What follows belongs to an exercise in optimizing a design on an open flow for a short achievable clock period and few clock cycles; a production flow would make more cautious choices. Only simulation tests tie the RTL to the original design; equivalence was not proved. Power figures rest on the tool's default switching activity, not on a simulated workload.

==> inputs of run M <==
## rafb_top
module rafb_top (
    input  wire        clk,
    input  wire        rst,
    input  wire        cmd_valid,
    output wire        cmd_ready,
    input  wire [31:0] cmd_data,
    output wire        rsp_valid,
    input  wire        rsp_ready,
    output wire [7:0]  rsp_data,
    output wire        frm_valid,
    input  wire        frm_ready,
    output wire [7:0]  frm_data,
    output wire        frm_first,
    output wire [7:0]  frm_pages,
    output wire [7:0]  frm_width,
    output wire [7:0]  pos_x,
    output wire [7:0]  pos_y,
    output wire        dir,
    output wire [3:0]  step,
    output wire        mode,
    output wire        ind_manual,
    output wire        ind_auto,
    output wire        pos_changed,
    output reg         mem_en,
    output reg         mem_we,
    output reg  [9:0]  mem_addr,
    output reg  [7:0]  mem_wdata,
    input  wire [7:0]  mem_rdata
);
export LEC_CHECK = 0
export CAP_MARGIN = 20
export CORE_MARGIN = 2
export CORE_UTILIZATION = 40
export CTS_CLUSTER_DIAMETER = 100
export CTS_CLUSTER_SIZE = 25
export SLEW_MARGIN = 20
export TNS_END_PERCENT = 20
create_clock -name core_clock -period 9.0 [get_ports {clk}]
standard.sh (not shown) runs the stock make flow with config.mk's settings and CLKGATE_MAP_FILE= SYNTH_SCRIPT=/design/flow/synth_recipe.tcl, a recipe that flattens the netlist after the stock synthesis.
==> flow/flow/run.sh <==
#!/bin/bash
set -euo pipefail
export SETUP_SLACK_MARGIN=6.4
export BUFFER_PORTS_ARGS="-buffer_cell sky130_fd_sc_hd__buf_4"
bash standard.sh > standard.log 2>&1
==> inputs of run C, as changes to run M <==
--- a/flow/design.v
+++ b/flow/design.v
@@ -252,26 +252,22 @@
     end
     wire       up_ok    = !(py_r < 8'd16);
     wire       down_ok  = !(py_r > 8'd48);
     wire       left_ok  = !(px_r < 8'd16);
     wire       right_ok = !(px_r > 8'd104);
-    wire [7:0] iop = cmd_data[31:24];
-    wire [7:0] ifc = cmd_data[7:0];
-    wire       i_slow = (iop >= OP_SETPX && iop <= OP_PRESENT) || (iop == OP_RDREG) ||
-                        (iop == OP_RENDER && pc_r);
     reg        mxp, mxm, myp, mym;      
     reg        ndir, nmode;
     reg  [3:0] nstep;
     always @(*) begin
         mxp = 1'b0; mxm = 1'b0; myp = 1'b0; mym = 1'b0;
         ndir = dir_r; nmode = mode_r; nstep = step_r;
-        case (iop)
+        case (op)
             OP_MVUP:    mym = up_ok;
             OP_MVDOWN:  myp = down_ok;
             OP_MVLEFT:  mxm = left_ok;
             OP_MVRIGHT: mxp = right_ok;
-            OP_SETMODE: nmode = ifc[0];
+            OP_SETMODE: nmode = fc[0];
             OP_TICK: if (mode_r) begin
                 if (step_r < 4'd14) begin
                     if (!dir_r) mxp = right_ok;
                     else        mxm = left_ok;
                     nstep = step_r + 4'd1;
@@ -280,11 +276,11 @@
                     nstep = 4'd0;
                     myp   = down_ok;
                 end
             end
             OP_CMD: begin
-                case (ifc)
+                case (fc)
                 8'd0: begin nmode = 1'b0; mym = up_ok;    end
                 8'd1: begin nmode = 1'b0; mxm = left_ok;  end
                 8'd2: begin nmode = 1'b0; mxp = right_ok; end
                 8'd3: begin nmode = 1'b0; myp = down_ok;  end
                 8'd4: nmode = 1'b1;
@@ -292,16 +288,13 @@
                 endcase
             end
             default: ;
         endcase
     end
-    wire       ex0 = (px_r == prevx_r);
-    wire       exp = (px_r + 8'd8 == prevx_r);
-    wire       exm = (px_r - 8'd8 == prevx_r);
-    wire       ey0 = (py_r == prevy_r);
-    wire       eyp = (py_r + 8'd8 == prevy_r);
-    wire       eym = (py_r - 8'd8 == prevy_r);
+    wire [7:0] nx = mxp ? px_r + 8'd8 : mxm ? px_r - 8'd8 : px_r;
+    wire [7:0] ny = myp ? py_r + 8'd8 : mym ? py_r - 8'd8 : py_r;
+    reg        ex0, exp, exm, ey0, eyp, eym;
     wire       n_same = (mxp ? exp : mxm ? exm : ex0) && (myp ? eyp : mym ? eym : ey0);
     wire        d_fill = (op == OP_FILL);
     wire        d_sq   = d_fill || (op == OP_DRAWSQ) || (op == OP_ERASESQ);
     wire [7:0]  d_x    = d_fill ? 8'd0 : fa;
     wire [7:0]  d_y    = d_fill ? 8'd0 : fb;
@@ -324,16 +317,20 @@
     wire        c_push  = a_to_q;
     wire [24:0] s_gl    = glyph_of(a_ch);
     wire [15:0] c0_sd   = {11'd0, c0_gl[4:0]} << c0_y[2:0];
     wire [15:0] c0_sm   = 16'h001F << c0_y[2:0];
     wire        a_take  = (c_n != 2'd0) && g_free && (state == S_STR);
-    wire        w_open  = (state == S_STR) || (state == S_DEC);
-    wire        w_take  = rdy_r && cmd_valid && w_open;
-    wire [6:0]  d_nw    = fc[7:2] + {5'd0, fc[1:0] != 2'd0};
+    wire        w_take  = rdy_r && cmd_valid && (state == S_STR);
     integer q;
     always @(posedge clk) begin
         rq <= mem_rdata;
+        ex0 <= (px_r == prevx_r);
+        exp <= (px_r + 8'd8 == prevx_r);
+        exm <= (px_r - 8'd8 == prevx_r);
+        ey0 <= (py_r == prevy_r);
+        eyp <= (py_r + 8'd8 == prevy_r);
+        eym <= (py_r - 8'd8 == prevy_r);
         pl_sq    <= d_sq;
         pl_ch    <= (op == OP_DRAWCH);
         pl_cx    <= (op == OP_DRAWX);
         pl_v     <= (op != OP_ERASESQ) && (!d_fill || fc[0]);
         pl_kind  <= d_kind;
@@ -543,11 +540,11 @@
             f_wp <= f_wp + 2'd1;
         if (fr_adv && f_n != 3'd0)
             f_rp <= f_rp + 2'd1;
         f_n <= fr_adv ? ((f_n != 3'd0) ? f_n - 3'd1 + {2'd0, p3_fr} : 3'd0)
                       : f_n + {2'd0, p3_fr};
-        if (w_open && rdy_r) begin
+        if (state == S_STR && rdy_r) begin
             if (w_wp) w_q1 <= cmd_data;
             else      w_q0 <= cmd_data;
         end
         if (w_take) w_wp <= !w_wp;
         if (s_pop)  w_rp <= !w_rp;
@@ -587,24 +584,23 @@
         end
         c_n <= c_n + {1'b0, c_push} - {1'b0, a_take};
         case (state)
         S_IDLE: begin
             cmd_r <= cmd_data;
-            if (cmd_valid && i_slow) begin
-                rdy_r <= (iop == OP_DRAWSTR) && (ifc != 8'd0);
+            if (cmd_valid) begin
+                rdy_r <= 1'b0;
                 state <= S_DEC;
-            end else if (cmd_valid) begin
-                px_r    <= mxp ? px_r + 8'd8 : mxm ? px_r - 8'd8 : px_r;
-                py_r    <= myp ? py_r + 8'd8 : mym ? py_r - 8'd8 : py_r;
-                dir_r   <= ndir;
-                step_r  <= nstep;
-                mode_r  <= nmode;
-                nmode_r <= ~nmode;
-                pc_r    <= !n_same;
             end
         end
         S_DEC: begin
+            px_r    <= nx;
+            py_r    <= ny;
+            dir_r   <= ndir;
+            step_r  <= nstep;
+            mode_r  <= nmode;
+            nmode_r <= ~nmode;
+            pc_r    <= !n_same;
             state   <= S_IDLE;
             rdy_r   <= 1'b1;
             case (op)
             OP_SETPX, OP_FILL, OP_DRAWSQ, OP_ERASESQ, OP_DRAWX, OP_DRAWCH: begin
                 state <= S_LD1; rdy_r <= 1'b0;
@@ -619,12 +615,11 @@
                     rsp_v_r <= 1'b1;
                     state   <= S_RSP;
                 end
             end
             OP_DRAWSTR: if (fc != 8'd0) begin
-                w_left <= w_take ? d_nw - 7'd1 : d_nw;
-                rdy_r  <= !w_take || (d_nw != 7'd1);
+                w_left <= fc[7:2] + {5'd0, fc[1:0] != 2'd0};
                 s_left <= fc;
                 s_bi   <= 2'd0;
                 s_x    <= s_wrap0 ? 8'd0 : fa;
                 s_y    <= s_y0;
                 s_full <= (s_y0 + 9'd5 > 9'd64);
--- a/flow/config.mk
+++ b/flow/config.mk
@@ -6,9 +6,7 @@
 export NUM_CORES = 4
 export LEC_CHECK = 0
 export CAP_MARGIN = 20
 export CORE_MARGIN = 2
 export CORE_UTILIZATION = 40
-export CTS_CLUSTER_DIAMETER = 100
-export CTS_CLUSTER_SIZE = 25
 export SLEW_MARGIN = 20
 export TNS_END_PERCENT = 20
==> inputs of run B, as changes to run M <==
--- a/flow/design.v
+++ b/flow/design.v
@@ -157,10 +157,16 @@
     reg [7:0]  q0_m, q1_m, q0_d, q1_d;
     reg        q0_ok, q1_ok;
     reg        lv;
     reg [9:0]  la;
     reg [7:0]  lm, ld;
+    reg [2:0]  rc_pg;
+    reg [127:0] rc_v;
+    reg [7:0]  rc_d [0:127];
+    reg        lhit;
+    reg [7:0]  lcd;
+    reg [9:0]  fr_ra;          
     reg [7:0]  rq;
     reg        p1_fr, p1_first, p1_last, p1_get, p1_k, p1_kv, p1_miss;
     reg        p2_fr, p2_first, p2_last, p2_get, p2_k, p2_kv, p2_miss;
     reg        p3_fr, p3_first, p3_last, p3_get, p3_k, p3_kv, p3_miss;
     reg [9:0]  p1_ma, p2_ma, p3_ma;       
@@ -185,10 +191,11 @@
     reg [31:0] w_q0, w_q1;     
     reg        w_wp, w_rp;
     reg [1:0]  w_n;
     reg [6:0]  w_left;         
     reg [7:0]  s_left;         
+    reg        s_one, s_none;  
     reg [1:0]  s_bi;           
     reg [7:0]  s_x;            
     reg [8:0]  s_y;
     reg        s_full;         
     reg        a_v;            
@@ -213,14 +220,15 @@
     wire [7:0]  g_pat_n = (g_kind == K_CH) ? {3'd0, g_gl_n[4:0]} : (g_clo_n | g_chi_n);
     wire [7:0]  g_msk_n = (g_kind == K_CH) ? 8'h1F : (g_clo_n | g_chi_n);
     wire [9:0]  g_col_n = g_col + 9'd1;
     wire       ret     = p3_miss;         
     wire [7:0] r_merge = (rq & ~p3_mm) | (p3_md & p3_mm);
+    wire [7:0] l_merge = (lcd & ~lm) | (ld & lm);
     wire       l_full  = (lm == 8'hFF);
     wire       l_go    = lv && !ret;
-    wire       l_wr    = l_go && l_full;
-    wire       l_rd    = l_go && !l_full;
+    wire       l_wr    = l_go && (lhit ? (l_merge != lcd) : l_full);
+    wire       l_rd    = l_go && !lhit && !l_full;
     wire       l_free  = !lv || l_go;
     wire       q_pop   = (q_n != 2'd0) && l_free;
     wire       g_to_l  = (q_n == 2'd0) && l_free && g_step;
     wire       q_push  = g_step && !g_to_l;
     wire       drained = !g_act && (q_n == 2'd0) && !lv &&
@@ -231,10 +239,35 @@
     wire [7:0] fr_byte = p3_k ? {8{p3_kv}} : rq;
     wire fr_new   = fz && (fr_a[9:6] == fn_blk) && (fr_a[2:0] == fn_pg);
     wire fr_old   = fz && (fr_a[9:6] == fo_blk) && (fr_a[2:0] == fo_pg);
     wire fr_k     = fr_new || fr_old;
     wire get_issue = (state == S_DEC) && (op == OP_GETPX) && (fa < 8'd128) && (fb < 8'd64);
+    reg        cw_en;
+    reg [6:0]  cw_col;
+    reg [7:0]  cw_dat;
+    always @(*) begin
+        cw_en  = 1'b0;
+        cw_col = p3_ma[9:3];
+        cw_dat = r_merge;
+        if (ret) begin
+            cw_en  = (p3_ma[2:0] == rc_pg);
+        end else if (l_go && (lhit || l_full)) begin
+            cw_en  = lhit || (la[2:0] == rc_pg);
+            cw_col = la[9:3];
+            cw_dat = l_merge;
+        end else if (p3_fr) begin
+            cw_en  = (fr_ra[2:0] == rc_pg);
+            cw_col = fr_ra[9:3];
+            cw_dat = fr_byte;
+        end
+    end
+    wire [6:0] lk_qc   = q0_a[9:3];
+    wire [6:0] lk_gc   = g_opa[9:3];
+    wire       lk_qh   = (q0_a[2:0] == rc_pg) && ((cw_en && cw_col == lk_qc) || rc_v[lk_qc]);
+    wire       lk_gh   = (g_opa[2:0] == rc_pg) && ((cw_en && cw_col == lk_gc) || rc_v[lk_gc]);
+    wire [7:0] lk_qd   = (cw_en && cw_col == lk_qc) ? cw_dat : rc_d[lk_qc];
+    wire [7:0] lk_gd   = (cw_en && cw_col == lk_gc) ? cw_dat : rc_d[lk_gc];
     reg [7:0] reg_val;
     always @(*) begin
         case (fc)
             8'd0:  reg_val = px_r;
             8'd1:  reg_val = py_r;
@@ -252,26 +285,22 @@
     end
     wire       up_ok    = !(py_r < 8'd16);
     wire       down_ok  = !(py_r > 8'd48);
     wire       left_ok  = !(px_r < 8'd16);
     wire       right_ok = !(px_r > 8'd104);
-    wire [7:0] iop = cmd_data[31:24];
-    wire [7:0] ifc = cmd_data[7:0];
-    wire       i_slow = (iop >= OP_SETPX && iop <= OP_PRESENT) || (iop == OP_RDREG) ||
-                        (iop == OP_RENDER && pc_r);
     reg        mxp, mxm, myp, mym;      
     reg        ndir, nmode;
     reg  [3:0] nstep;
     always @(*) begin
         mxp = 1'b0; mxm = 1'b0; myp = 1'b0; mym = 1'b0;
         ndir = dir_r; nmode = mode_r; nstep = step_r;
-        case (iop)
+        case (op)
             OP_MVUP:    mym = up_ok;
             OP_MVDOWN:  myp = down_ok;
             OP_MVLEFT:  mxm = left_ok;
             OP_MVRIGHT: mxp = right_ok;
-            OP_SETMODE: nmode = ifc[0];
+            OP_SETMODE: nmode = fc[0];
             OP_TICK: if (mode_r) begin
                 if (step_r < 4'd14) begin
                     if (!dir_r) mxp = right_ok;
                     else        mxm = left_ok;
                     nstep = step_r + 4'd1;
@@ -280,11 +309,11 @@
                     nstep = 4'd0;
                     myp   = down_ok;
                 end
             end
             OP_CMD: begin
-                case (ifc)
+                case (fc)
                 8'd0: begin nmode = 1'b0; mym = up_ok;    end
                 8'd1: begin nmode = 1'b0; mxm = left_ok;  end
                 8'd2: begin nmode = 1'b0; mxp = right_ok; end
                 8'd3: begin nmode = 1'b0; myp = down_ok;  end
                 8'd4: nmode = 1'b1;
@@ -292,16 +321,13 @@
                 endcase
             end
             default: ;
         endcase
     end
-    wire       ex0 = (px_r == prevx_r);
-    wire       exp = (px_r + 8'd8 == prevx_r);
-    wire       exm = (px_r - 8'd8 == prevx_r);
-    wire       ey0 = (py_r == prevy_r);
-    wire       eyp = (py_r + 8'd8 == prevy_r);
-    wire       eym = (py_r - 8'd8 == prevy_r);
+    wire [7:0] nx = mxp ? px_r + 8'd8 : mxm ? px_r - 8'd8 : px_r;
+    wire [7:0] ny = myp ? py_r + 8'd8 : mym ? py_r - 8'd8 : py_r;
+    reg        ex0, exp, exm, ey0, eyp, eym;
     wire       n_same = (mxp ? exp : mxm ? exm : ex0) && (myp ? eyp : mym ? eym : ey0);
     wire        d_fill = (op == OP_FILL);
     wire        d_sq   = d_fill || (op == OP_DRAWSQ) || (op == OP_ERASESQ);
     wire [7:0]  d_x    = d_fill ? 8'd0 : fa;
     wire [7:0]  d_y    = d_fill ? 8'd0 : fb;
@@ -317,23 +343,26 @@
     wire        s_wrapn = ({1'b0, s_x} + 9'd10 > 9'd128);
     wire [8:0]  s_yn    = s_wrapn ? s_y + 9'd5 : s_y;
     wire        s_wrap0 = ({1'b0, fa} + 9'd5 > 9'd128);
     wire [8:0]  s_y0    = s_wrap0 ? {1'b0, fb} + 9'd5 : {1'b0, fb};
     wire        a_to_q  = a_v && (c_n != 2'd2);
-    wire        s_go    = (w_n != 2'd0) && (s_left != 8'd0) && (!a_v || a_to_q);
-    wire        s_pop   = s_go && (s_bi == 2'd3 || s_left == 8'd1);
+    wire        s_go    = (w_n != 2'd0) && !s_none && (!a_v || a_to_q);
+    wire        s_pop   = s_go && (s_bi == 2'd3 || s_one);
     wire        c_push  = a_to_q;
     wire [24:0] s_gl    = glyph_of(a_ch);
     wire [15:0] c0_sd   = {11'd0, c0_gl[4:0]} << c0_y[2:0];
     wire [15:0] c0_sm   = 16'h001F << c0_y[2:0];
     wire        a_take  = (c_n != 2'd0) && g_free && (state == S_STR);
-    wire        w_open  = (state == S_STR) || (state == S_DEC);
-    wire        w_take  = rdy_r && cmd_valid && w_open;
-    wire [6:0]  d_nw    = fc[7:2] + {5'd0, fc[1:0] != 2'd0};
-    integer q;
+    wire        w_take  = rdy_r && cmd_valid && (state == S_STR);
     always @(posedge clk) begin
         rq <= mem_rdata;
+        ex0 <= (px_r == prevx_r);
+        exp <= (px_r + 8'd8 == prevx_r);
+        exm <= (px_r - 8'd8 == prevx_r);
+        ey0 <= (py_r == prevy_r);
+        eyp <= (py_r + 8'd8 == prevy_r);
+        eym <= (py_r - 8'd8 == prevy_r);
         pl_sq    <= d_sq;
         pl_ch    <= (op == OP_DRAWCH);
         pl_cx    <= (op == OP_DRAWX);
         pl_v     <= (op != OP_ERASESQ) && (!d_fill || fc[0]);
         pl_kind  <= d_kind;
@@ -449,15 +478,19 @@
         if (q_pop) begin
             lv   <= q0_ok;
             la   <= q0_a;
             lm   <= q0_m;
             ld   <= q0_d;
+            lhit <= lk_qh;
+            lcd  <= lk_qd;
         end else if (g_to_l) begin
             lv   <= g_ok;
             la   <= g_opa;
             lm   <= g_opm;
             ld   <= g_opd;
+            lhit <= lk_gh;
+            lcd  <= lk_gd;
         end else if (l_free) begin
             lv   <= 1'b0;
         end
         p1_fr    <= 1'b0;
         p1_get   <= 1'b0;
@@ -468,11 +501,11 @@
         p1_last  <= (fr_a == 10'd1023);
         p1_ma    <= la;
         p1_mm    <= lm;
         p1_md    <= ld;
         mem_addr  <= ret ? p3_ma : (l_wr || l_rd) ? la : fr_issue ? fr_a : {fa[6:0], fb[5:3]};
-        mem_wdata <= ret ? r_merge : l_wr ? ld : {8{fr_new}};
+        mem_wdata <= ret ? r_merge : l_wr ? l_merge : {8{fr_new}};
         if (ret) begin
             mem_en    <= 1'b1;
             mem_we    <= 1'b1;
         end else if (l_wr) begin
             mem_en    <= 1'b1;
@@ -511,10 +544,15 @@
         p3_kv    <= p2_kv;
         p3_miss  <= p2_miss;
         p3_ma    <= p2_ma;
         p3_mm    <= p2_mm;
         p3_md    <= p2_md;
+        if (cw_en) begin
+            rc_d[cw_col] <= cw_dat;
+            rc_v[cw_col] <= 1'b1;
+        end
+        if (p3_fr) fr_ra <= fr_ra + 10'd1;
         if (fr_issue) begin
             fr_a <= fr_a + 10'd1;
             if (fr_a == 10'd1023) fr_all <= 1'b1;
         end
         fr_out <= (ov && frm_ready) ? fr_out + {2'd0, fr_issue} - 3'd1
@@ -543,19 +581,21 @@
             f_wp <= f_wp + 2'd1;
         if (fr_adv && f_n != 3'd0)
             f_rp <= f_rp + 2'd1;
         f_n <= fr_adv ? ((f_n != 3'd0) ? f_n - 3'd1 + {2'd0, p3_fr} : 3'd0)
                       : f_n + {2'd0, p3_fr};
-        if (w_open && rdy_r) begin
+        if (state == S_STR && rdy_r) begin
             if (w_wp) w_q1 <= cmd_data;
             else      w_q0 <= cmd_data;
         end
         if (w_take) w_wp <= !w_wp;
         if (s_pop)  w_rp <= !w_rp;
         w_n <= w_n + {1'b0, w_take} - {1'b0, s_pop};
         if (s_go) begin
             s_left <= s_left - 8'd1;
+            s_one  <= (s_left == 8'd2);
+            s_none <= s_one;
             s_bi   <= s_bi + 2'd1;
             if (s_pop) s_bi <= 2'd0;
             a_v <= !s_full;
             if (!s_full) begin
                 a_ch   <= s_ch;
@@ -587,24 +627,23 @@
         end
         c_n <= c_n + {1'b0, c_push} - {1'b0, a_take};
         case (state)
         S_IDLE: begin
             cmd_r <= cmd_data;
-            if (cmd_valid && i_slow) begin
-                rdy_r <= (iop == OP_DRAWSTR) && (ifc != 8'd0);
+            if (cmd_valid) begin
+                rdy_r <= 1'b0;
                 state <= S_DEC;
-            end else if (cmd_valid) begin
-                px_r    <= mxp ? px_r + 8'd8 : mxm ? px_r - 8'd8 : px_r;
-                py_r    <= myp ? py_r + 8'd8 : mym ? py_r - 8'd8 : py_r;
-                dir_r   <= ndir;
-                step_r  <= nstep;
-                mode_r  <= nmode;
-                nmode_r <= ~nmode;
-                pc_r    <= !n_same;
             end
         end
         S_DEC: begin
+            px_r    <= nx;
+            py_r    <= ny;
+            dir_r   <= ndir;
+            step_r  <= nstep;
+            mode_r  <= nmode;
+            nmode_r <= ~nmode;
+            pc_r    <= !n_same;
             state   <= S_IDLE;
             rdy_r   <= 1'b1;
             case (op)
             OP_SETPX, OP_FILL, OP_DRAWSQ, OP_ERASESQ, OP_DRAWX, OP_DRAWCH: begin
                 state <= S_LD1; rdy_r <= 1'b0;
@@ -619,30 +658,37 @@
                     rsp_v_r <= 1'b1;
                     state   <= S_RSP;
                 end
             end
             OP_DRAWSTR: if (fc != 8'd0) begin
-                w_left <= w_take ? d_nw - 7'd1 : d_nw;
-                rdy_r  <= !w_take || (d_nw != 7'd1);
+                if (s_y0[5:3] != rc_pg) begin
+                    rc_pg <= s_y0[5:3];
+                    rc_v  <= 128'd0;
+                end
+                w_left <= fc[7:2] + {5'd0, fc[1:0] != 2'd0};
                 s_left <= fc;
+                s_one  <= (fc == 8'd1);
+                s_none <= 1'b0;
                 s_bi   <= 2'd0;
                 s_x    <= s_wrap0 ? 8'd0 : fa;
                 s_y    <= s_y0;
                 s_full <= (s_y0 + 9'd5 > 9'd64);
                 state  <= S_STR;
             end
             OP_PRESENT: begin
                 fr_act <= 1'b1;
                 fr_all <= 1'b0;
                 fr_a   <= 10'd0;
+                fr_ra  <= 10'd0;
                 fz     <= 1'b0;
                 state  <= S_FRM; rdy_r <= 1'b0;
             end
             OP_RENDER: if (pc_r) begin
                 fr_act   <= 1'b1;
                 fr_all   <= 1'b0;
                 fr_a     <= 10'd0;
+                fr_ra    <= 10'd0;
                 fz       <= 1'b1;
                 fo_blk   <= prevx_r[6:3];
                 fo_pg    <= prevy_r[5:3];
                 fn_blk   <= px_r[6:3];
                 fn_pg    <= py_r[5:3];
@@ -682,11 +728,11 @@
         end
         S_STR: begin
             if (w_take) w_left <= w_left - 7'd1;
             rdy_r <= w_take ? (w_left != 7'd1) && (w_n == 2'd0)
                             : (w_left != 7'd0) && (w_n != 2'd2);
-            if (s_left == 8'd0 && !a_v && c_n == 2'd0 && drained) begin
+            if (s_none && !a_v && c_n == 2'd0 && drained) begin
                 rdy_r <= 1'b1;
                 state <= S_IDLE;
             end
         end
         default: state <= S_IDLE;
@@ -729,10 +775,14 @@
             w_wp     <= 1'b0;
             w_rp     <= 1'b0;
             w_n      <= 2'd0;
             w_left   <= 7'd0;
             s_left   <= 8'd0;
+            s_none   <= 1'b1;
+            s_one    <= 1'b0;
             c_n      <= 2'd0;
             a_v      <= 1'b0;
+            rc_v     <= 128'd0;
+            rc_pg    <= 3'd0;
         end
     end
 endmodule
==> notes.md <==
- The lowest sequential cell count belongs to run M, the highest to run B.
- Final cell count, lowest first: run C, run M, run B.
- Against run C, the critical path depth of run B is lower by 1.
- Maximum frequency, lowest first: run M, run B, run C.
- The lowest combinational power belongs to run M, the highest to run B.
- Against run C, the non-clock buffer count of run M is lower by 4.
Testbench counts of run M, summed over its fixed seeds: cycles 281,980.
Testbench counts of run C, summed over its fixed seeds: cycles 282,960.
Testbench counts of run B, summed over its fixed seeds: cycles 258,399.

[static timing again, ports no longer ideal]
In the flow no input, the clock included, has a driving cell. The finished layouts below were timed again as built, in two steps. Step 1 (the two cells are an assumption about what drives the block):
set clk [get_ports {clk}]
set_driving_cell -lib_cell sky130_fd_sc_hd__clkbuf_16 $clk
set_driving_cell -lib_cell sky130_fd_sc_hd__buf_2 [delete_from_list [all_inputs] $clk]
Step 2 times the ports against the registers' clock, not the clock port: input delays grow and output delays shrink by t, the midpoint of the rising clock arrivals with the driver on. Slacks: ideal / step 1 / step 2; pairs: ideal / step 1.
| run | shift t [ns] | slack for setup (ns) | hold slack, ns | clock arrival spread, ns | slew at the worst register clock pin (ns) |
|---|---|---|---|---|---|
| run M | 0.660 | 5.577 / 5.584 / 4.923 | 0.326 / 0.326 / 0.326 | 0.057 / 0.057 | 0.11 / 0.11 |
| run C | 0.715 | 6.020 / 5.948 / 5.505 | 0.317 / 0.317 / 0.317 | 0.021 / 0.022 | 0.06 / 0.06 |
| run B | 0.887 | 5.630 / 5.627 / 5.376 | 0.333 / 0.333 / 0.333 | 0.088 / 0.089 | 0.11 / 0.11 |
After both steps setup and hold are still met in every run listed. The setup slack of run M, which loses most, moves by +0.007 ns with the drivers and by -0.654 ns with both steps.
